From an optimization exercise on the open Yosys and OpenROAD flow, aimed at small area, a short achievable clock period and few clock cycles; shortcuts taken in it are not production practice. Where RTL was checked, it was by simulation tests only, not by an equivalence proof against the original.

==> 06-23: inputs <==
## siphash_engine
module siphash_engine (
    input  wire         clk,
    input  wire         rst,         
    input  wire         msg_valid,
    output reg          msg_ready,
    input  wire         msg_first,   
    input  wire         msg_last,    
    input  wire [3:0]   msg_nbytes,  
    input  wire [63:0]  msg_data,    
    input  wire [127:0] msg_key,     
    output reg          tag_valid,
    output reg  [63:0]  tag
);
==> module siphash_engine, before the edit <==
module siphash_engine (
    input  wire         clk,
    input  wire         rst,         
    input  wire         msg_valid,
    output reg          msg_ready,
    input  wire         msg_first,   
    input  wire         msg_last,    
    input  wire [3:0]   msg_nbytes,  
    input  wire [63:0]  msg_data,    
    input  wire [127:0] msg_key,     
    output reg          tag_valid,
    output reg  [63:0]  tag
);
    reg         r1, r2;              
    reg  [3:0]  f;                   
    reg  [63:0] v0, v1, v2, v3;
    reg  [63:0] m;                   
    reg  [7:0]  len;                 
    reg         blk_final;           
    reg         pend_final;          
    wire accept = msg_valid && msg_ready;
    wire busy   = r1 | r2 | (|f);
    wire [63:0] a0  = v0 + v1;
    wire [63:0] a1  = {v1[50:0], v1[63:51]} ^ a0;           
    wire [63:0] a0r = {a0[31:0], a0[63:32]};                 
    wire [63:0] a2  = v2 + v3;
    wire [63:0] a3  = {v3[47:0], v3[63:48]} ^ a2;           
    wire [63:0] b0  = a0r + a3;
    wire [63:0] a3r = {a3[42:0], a3[63:43]};                 
    wire [63:0] b2  = a2 + a1;
    wire [63:0] a1r = {a1[46:0], a1[63:47]};                 
    wire [63:0] b2r = {b2[31:0], b2[63:32]};                 
    wire [63:0] b1  = a1r ^ b2;
    wire [63:0] rtag = a3r ^ a1r ^ b2 ^ b2r;
    wire [3:0]  nb      = msg_last ? msg_nbytes : 4'd8;
    wire [7:0]  len_new = (msg_first ? 8'd0 : len) + {4'd0, nb};
    wire        full    = !msg_last || (msg_nbytes == 4'd8);
    reg  [63:0] tail;
    integer i;
    always @(*) begin
        tail = 64'd0;
        for (i = 0; i < 7; i = i + 1)
            if (i < msg_nbytes) tail[8*i +: 8] = msg_data[8*i +: 8];
        tail[63:56] = len_new;
    end
    wire [63:0] word = full ? msg_data : tail;
    wire blk_end  = r2;
    wire go_len   = r2 && !blk_final && pend_final;       
    wire go_fin   = r2 && blk_final;                      
    wire load     = accept && msg_first;                  
    wire [63:0] k0 = msg_key[63:0];
    wire [63:0] k1 = msg_key[127:64];
    wire [63:0] x3 = accept ? word : (go_len ? {len, 56'd0} : 64'd0);
    wire [63:0] x0 = blk_end ? m : 64'd0;
    always @(posedge clk) begin
        if (load) begin
            v0 <= k0 ^ 64'h736f6d6570736575;
            v1 <= k1 ^ 64'h646f72616e646f6d;
            v2 <= k0 ^ 64'h6c7967656e657261;
            v3 <= k1 ^ 64'h7465646279746573 ^ word;
        end else if (busy) begin
            v0 <= b0 ^ x0;
            v1 <= b1;
            v2 <= go_fin ? (b2r ^ 64'h00000000000000ff) : b2r;
            v3 <= b0 ^ (a3r ^ x3);
        end else if (accept) begin
            v3 <= v3 ^ word;
        end
        if (accept)
            m <= word;
        else if (go_len)
            m <= {len, 56'd0};
        if (accept) begin
            len        <= len_new;
            blk_final  <= !full;
            pend_final <= full && msg_last;
        end else if (go_len) begin
            blk_final  <= 1'b1;
            pend_final <= 1'b0;
        end
    end
    always @(posedge clk) begin
        if (rst) begin
            r1        <= 1'b0;
            r2        <= 1'b0;
            f         <= 4'd0;
            msg_ready <= 1'b1;
            tag_valid <= 1'b0;
            tag       <= 64'd0;
        end else begin
            r1        <= accept || go_len;
            r2        <= r1;
            f         <= {f[2:0], go_fin};
            tag_valid <= f[3];
            if (f[3])
                tag <= rtag;
            msg_ready <= !(accept || go_len) && !go_fin && !f[0] && !f[1]
                         && !(r1 && (blk_final || pend_final));
        end
    end
endmodule
clock: 12.0 ns
lec_check: 0
cap_margin: 20
core_margin: 2
core_utilization: 30
slew_margin: 20
run.sh (not shown) runs the stock make flow with config.mk's settings and CLKGATE_MAP_FILE= SYNTH_SCRIPT=/design/flow/synth_recipe.tcl, a recipe that flattens the netlist after the stock synthesis.
==> 07-08: changes against 06-23 <==
--- a/flow/design.v
+++ b/flow/design.v
@@ -20,18 +20,87 @@
     reg         pend_final;          
     wire accept = msg_valid && msg_ready;
     wire busy   = r1 | r2 | (|f);
-    wire [63:0] a0  = v0 + v1;
+    function [63:0] add_bk(input [63:0] a, input [63:0] b);    
+        reg [63:0] g, p, g0, p0;
+        integer l, i;
+        begin
+            g = a & b; p = a ^ b; g0 = g; p0 = p;
+            for (l = 0; l < 6; l = l + 1)
+                for (i = (2 << l) - 1; i < 64; i = i + (2 << l)) begin
+                    g[i] = g[i] | (p[i] & g[i - (1 << l)]);
+                    p[i] = p[i] & p[i - (1 << l)];
+                end
+            for (l = 4; l >= 0; l = l - 1)
+                for (i = 3 * (1 << l) - 1; i < 64; i = i + (2 << l)) begin
+                    g[i] = g[i] | (p[i] & g[i - (1 << l)]);
+                    p[i] = p[i] & p[i - (1 << l)];
+                end
+            add_bk = p0 ^ {g[62:0], 1'b0};
+        end
+    endfunction
+    function [63:0] add_sk(input [63:0] a, input [63:0] b);    
+        reg [63:0] g, p, g0, p0;
+        integer l, i, j;
+        begin
+            g = a & b; p = a ^ b; g0 = g; p0 = p;
+            for (l = 0; l < 6; l = l + 1)
+                for (i = 0; i < 64; i = i + 1)
+                    if ((i >> l) & 1) begin
+                        j = ((i >> l) << l) - 1;
+                        g[i] = g[i] | (p[i] & g[j]);
+                        p[i] = p[i] & p[j];
+                    end
+            add_sk = p0 ^ {g[62:0], 1'b0};
+        end
+    endfunction
+    function [63:0] add_ks(input [63:0] a, input [63:0] b);    
+        reg [63:0] g, p, p0, gn, pn;
+        integer l, i;
+        begin
+            g = a & b; p = a ^ b; p0 = p;
+            for (l = 0; l < 6; l = l + 1) begin
+                gn = g; pn = p;
+                for (i = (1 << l); i < 64; i = i + 1) begin
+                    gn[i] = g[i] | (p[i] & g[i - (1 << l)]);
+                    pn[i] = p[i] & p[i - (1 << l)];
+                end
+                g = gn; p = pn;
+            end
+            add_ks = p0 ^ {g[62:0], 1'b0};
+        end
+    endfunction
+    function [63:0] add_hc(input [63:0] a, input [63:0] b);    
+        reg [63:0] g, p, p0, gn, pn;
+        integer l, i;
+        begin
+            g = a & b; p = a ^ b; p0 = p;
+            for (l = 0; l < 6; l = l + 1) begin
+                gn = g; pn = p;
+                for (i = (1 << l); i < 64; i = i + 1)
+                    if (i & 1) begin
+                        gn[i] = g[i] | (p[i] & g[i - (1 << l) - (l == 0 ? 0 : 0)]);
+                        pn[i] = p[i] & p[i - (1 << l)];
+                    end
+                g = gn; p = pn;
+            end
+            for (i = 2; i < 64; i = i + 2) begin
+                g[i] = g[i] | (p[i] & g[i - 1]);
+            end
+            add_hc = p0 ^ {g[62:0], 1'b0};
+        end
+    endfunction
+    wire [63:0] a0  = add_sk(v0, v1);
     wire [63:0] a1  = {v1[50:0], v1[63:51]} ^ a0;           
     wire [63:0] a0r = {a0[31:0], a0[63:32]};                 
-    wire [63:0] a2  = v2 + v3;
+    wire [63:0] a2  = add_sk(v2, v3);
     wire [63:0] a3  = {v3[47:0], v3[63:48]} ^ a2;           
-    wire [63:0] b0  = a0r + a3;
+    wire [63:0] b0  = add_sk(a0r, a3);
     wire [63:0] a3r = {a3[42:0], a3[63:43]};                 
-    wire [63:0] b2  = a2 + a1;
+    wire [63:0] b2  = add_sk(a2, a1);
     wire [63:0] a1r = {a1[46:0], a1[63:47]};                 
     wire [63:0] b2r = {b2[31:0], b2[63:32]};                 
     wire [63:0] b1  = a1r ^ b2;
-    wire [63:0] rtag = a3r ^ a1r ^ b2 ^ b2r;
+    wire [63:0] rtag = (a3r ^ a1r) ^ (b2 ^ b2r);
     wire [3:0]  nb      = msg_last ? msg_nbytes : 4'd8;
     wire [7:0]  len_new = (msg_first ? 8'd0 : len) + {4'd0, nb};
     wire        full    = !msg_last || (msg_nbytes == 4'd8);
==> flow/flow/run.sh (new file) <==
#!/bin/bash
# Standard ORFS layout (the standard.sh, standard synthesis) with
# minimum-size port buffers; SDC and clock period unchanged.
set -euo pipefail
bash standard.sh "BUFFER_PORTS_ARGS=-buffer_cell sky130_fd_sc_hd__buf_1" finish > flow_orfs.log 2>&1
==> flow/standard.sh (new file) <==
#!/bin/bash
# synth_recipe.tcl (not shown) runs the flow's synth.tcl, then flattens the netlist and writes it again
# the make line also repeats each setting of config.mk as NAME=value (left out here)
make -C /OpenROAD-flow-scripts/flow DESIGN_CONFIG=/design/flow/config.mk WORK_HOME=/design/flow/orfs CLKGATE_MAP_FILE= SYNTH_SCRIPT=/design/flow/synth_recipe.tcl "${@:-finish}"
--- a/flow/config.mk
+++ b/flow/config.mk
@@ -7,5 +7,6 @@
 export LEC_CHECK = 0
 export CAP_MARGIN = 20
 export CORE_MARGIN = 2
-export CORE_UTILIZATION = 30
+export CORE_UTILIZATION = 40
+export SETUP_SLACK_MARGIN = 5
 export SLEW_MARGIN = 20
removed: flow/run.sh
==> 08-02: changes against 06-23 <==
==> flow/design.v (replaced) <==
module siphash_engine (
    input  wire         clk,
    input  wire         rst,         
    input  wire         msg_valid,
    output wire         msg_ready,
    input  wire         msg_first,   
    input  wire         msg_last,    
    input  wire [3:0]   msg_nbytes,  
    input  wire [63:0]  msg_data,    
    input  wire [127:0] msg_key,     
    output reg          tag_valid,
    output reg  [63:0]  tag
);
    localparam [1:0] S_WAIT = 2'd0, S_COMP = 2'd1, S_FIN = 2'd2;
    reg  [1:0]  state;
    reg  [1:0]  cnt;
    reg  [63:0] v0, v1, v2, v3;
    reg  [63:0] m;           
    reg  [7:0]  len;         
    reg         blk_final;   
    reg         pend_final;  
    assign msg_ready = (state == S_WAIT);
    wire accept = msg_valid && msg_ready;
    wire [63:0] a0  = v0 + v1;
    wire [63:0] a1  = {v1[50:0], v1[63:51]} ^ a0;           
    wire [63:0] a0r = {a0[31:0], a0[63:32]};                 
    wire [63:0] a2  = v2 + v3;
    wire [63:0] a3  = {v3[47:0], v3[63:48]} ^ a2;           
    wire [63:0] b0  = a0r + a3;
    wire [63:0] b3  = {a3[42:0], a3[63:43]} ^ b0;           
    wire [63:0] b2  = a2 + a1;
    wire [63:0] b1  = {a1[46:0], a1[63:47]} ^ b2;           
    wire [63:0] b2r = {b2[31:0], b2[63:32]};                 
    wire [63:0] k0 = msg_key[63:0];
    wire [63:0] k1 = msg_key[127:64];
    wire [63:0] i0 = msg_first ? (k0 ^ 64'h736f6d6570736575) : v0;
    wire [63:0] i1 = msg_first ? (k1 ^ 64'h646f72616e646f6d) : v1;
    wire [63:0] i2 = msg_first ? (k0 ^ 64'h6c7967656e657261) : v2;
    wire [63:0] i3 = msg_first ? (k1 ^ 64'h7465646279746573) : v3;
    wire [3:0]  nb      = msg_last ? msg_nbytes : 4'd8;
    wire [7:0]  len_new = (msg_first ? 8'd0 : len) + {4'd0, nb};
    wire        full    = !msg_last || (msg_nbytes == 4'd8);
    reg  [63:0] tail;
    integer i;
    always @(*) begin
        tail = 64'd0;
        for (i = 0; i < 7; i = i + 1)
            if (i < msg_nbytes) tail[8*i +: 8] = msg_data[8*i +: 8];
        tail[63:56] = len_new;
    end
    wire [63:0] word = full ? msg_data : tail;
    always @(posedge clk) begin
        if (rst) begin
            state     <= S_WAIT;
            cnt       <= 2'd0;
            tag_valid <= 1'b0;
            tag       <= 64'd0;
        end else begin
            tag_valid <= 1'b0;
            case (state)
                S_WAIT: if (accept) begin
                    v0 <= i0;
                    v1 <= i1;
                    v2 <= i2;
                    v3 <= i3 ^ word;
                    m  <= word;
                    len        <= len_new;
                    blk_final  <= !full;
                    pend_final <= full && msg_last;
                    cnt   <= 2'd0;
                    state <= S_COMP;
                end
                S_COMP: begin
                    v1  <= b1;
                    v2  <= b2r;
                    v3  <= b3;
                    v0  <= b0;
                    cnt <= cnt + 2'd1;
                    if (cnt == 2'd1) begin
                        v0 <= b0 ^ m;
                        cnt <= 2'd0;
                        if (blk_final) begin
                            v2    <= b2r ^ 64'h00000000000000ff;
                            state <= S_FIN;
                        end else if (pend_final) begin
                            m          <= {len, 56'd0};
                            v3         <= b3 ^ {len, 56'd0};
                            blk_final  <= 1'b1;
                            pend_final <= 1'b0;
                        end else begin
                            state <= S_WAIT;
                        end
                    end
                end
                S_FIN: begin
                    v0  <= b0;
                    v1  <= b1;
                    v2  <= b2r;
                    v3  <= b3;
                    cnt <= cnt + 2'd1;
                    if (cnt == 2'd3) begin
                        tag_valid <= 1'b1;
                        tag       <= b0 ^ b1 ^ b2r ^ b3;
                        state     <= S_WAIT;
                    end
                end
                default: state <= S_WAIT;
            endcase
        end
    end
endmodule
==> qor summary <==
item	07-08	06-23	08-02
Period utilisation layout	0.602	0.840	0.783
# nets final	4286	5057	5014
Final core utilization	0.480	0.362	0.360
Status	complete, no violations	complete, no violations	complete, no violations
Number of design-rule violations left by the first detailed-router iteration	5032	5523	5963
Final clock skew	0.0330 ns	0.0312 ns	0.0568 ns
Worst Tran Pin Value	1.32 ns	1.37 ns	1.34 ns
Largest net degree at the start of global routing	162	155	118
Routed wirelength normalized by instance count	33.9 um	44.6 um	43.4 um
Number of nets produced by synthesis	3955	4817	4782
Fraction of area in multi-input gates	0.577	0.570	0.568
Area share of buffers outside the clock network	0.0512	0.0811	0.0851
Number of gates resized after CTS	120	0	0
Routed met1 length	65000 um	119000 um	108000 um
Min-Delay Path Depth	1	1	2
Multi-input logic cell count	2854	3651	3555
# fillers	7877	13000	13100
Area share of and/or/nand/nor cells after synthesis	0.114	0.138	0.132
Testbench counts of 07-08, summed over its fixed seeds: cycles 6,456.
Testbench counts of 08-02, summed over its fixed seeds: cycles 8,681.
For 06-23, only the layout was checked, not whether the RTL still works.

==> static timing again, ports no longer ideal <==
Ports are ideal in the flow. The routed layouts listed here were re-timed in OpenROAD.
Step 1, drivers: a clkbuf_16 drives clk and a buf_2 each remaining input, both assumed.
Step 2 moves the port delays by t, midway between the first and last clock arrival at a register: inputs arrive t later, outputs are due t later. That takes back most of the time a late clock gives input paths.
Three values: ideal, step 1, step 2; two values: the first two.
run	t, ns	slack for setup (ns)	hold WS [ns]	slew at the worst register clock pin (ns)
06-23	0.762	1.915 / 1.915 / 1.915	0.462 / 0.462 / 0.462	0.07 / 0.07
07-08	0.680	4.777 / 4.777 / 4.777	0.465 / 0.465 / 0.465	0.07 / 0.07
08-02	0.768	2.610 / 2.610 / 2.610	0.454 / 0.454 / 0.454	0.07 / 0.07
After both steps every run listed still meets setup and hold.
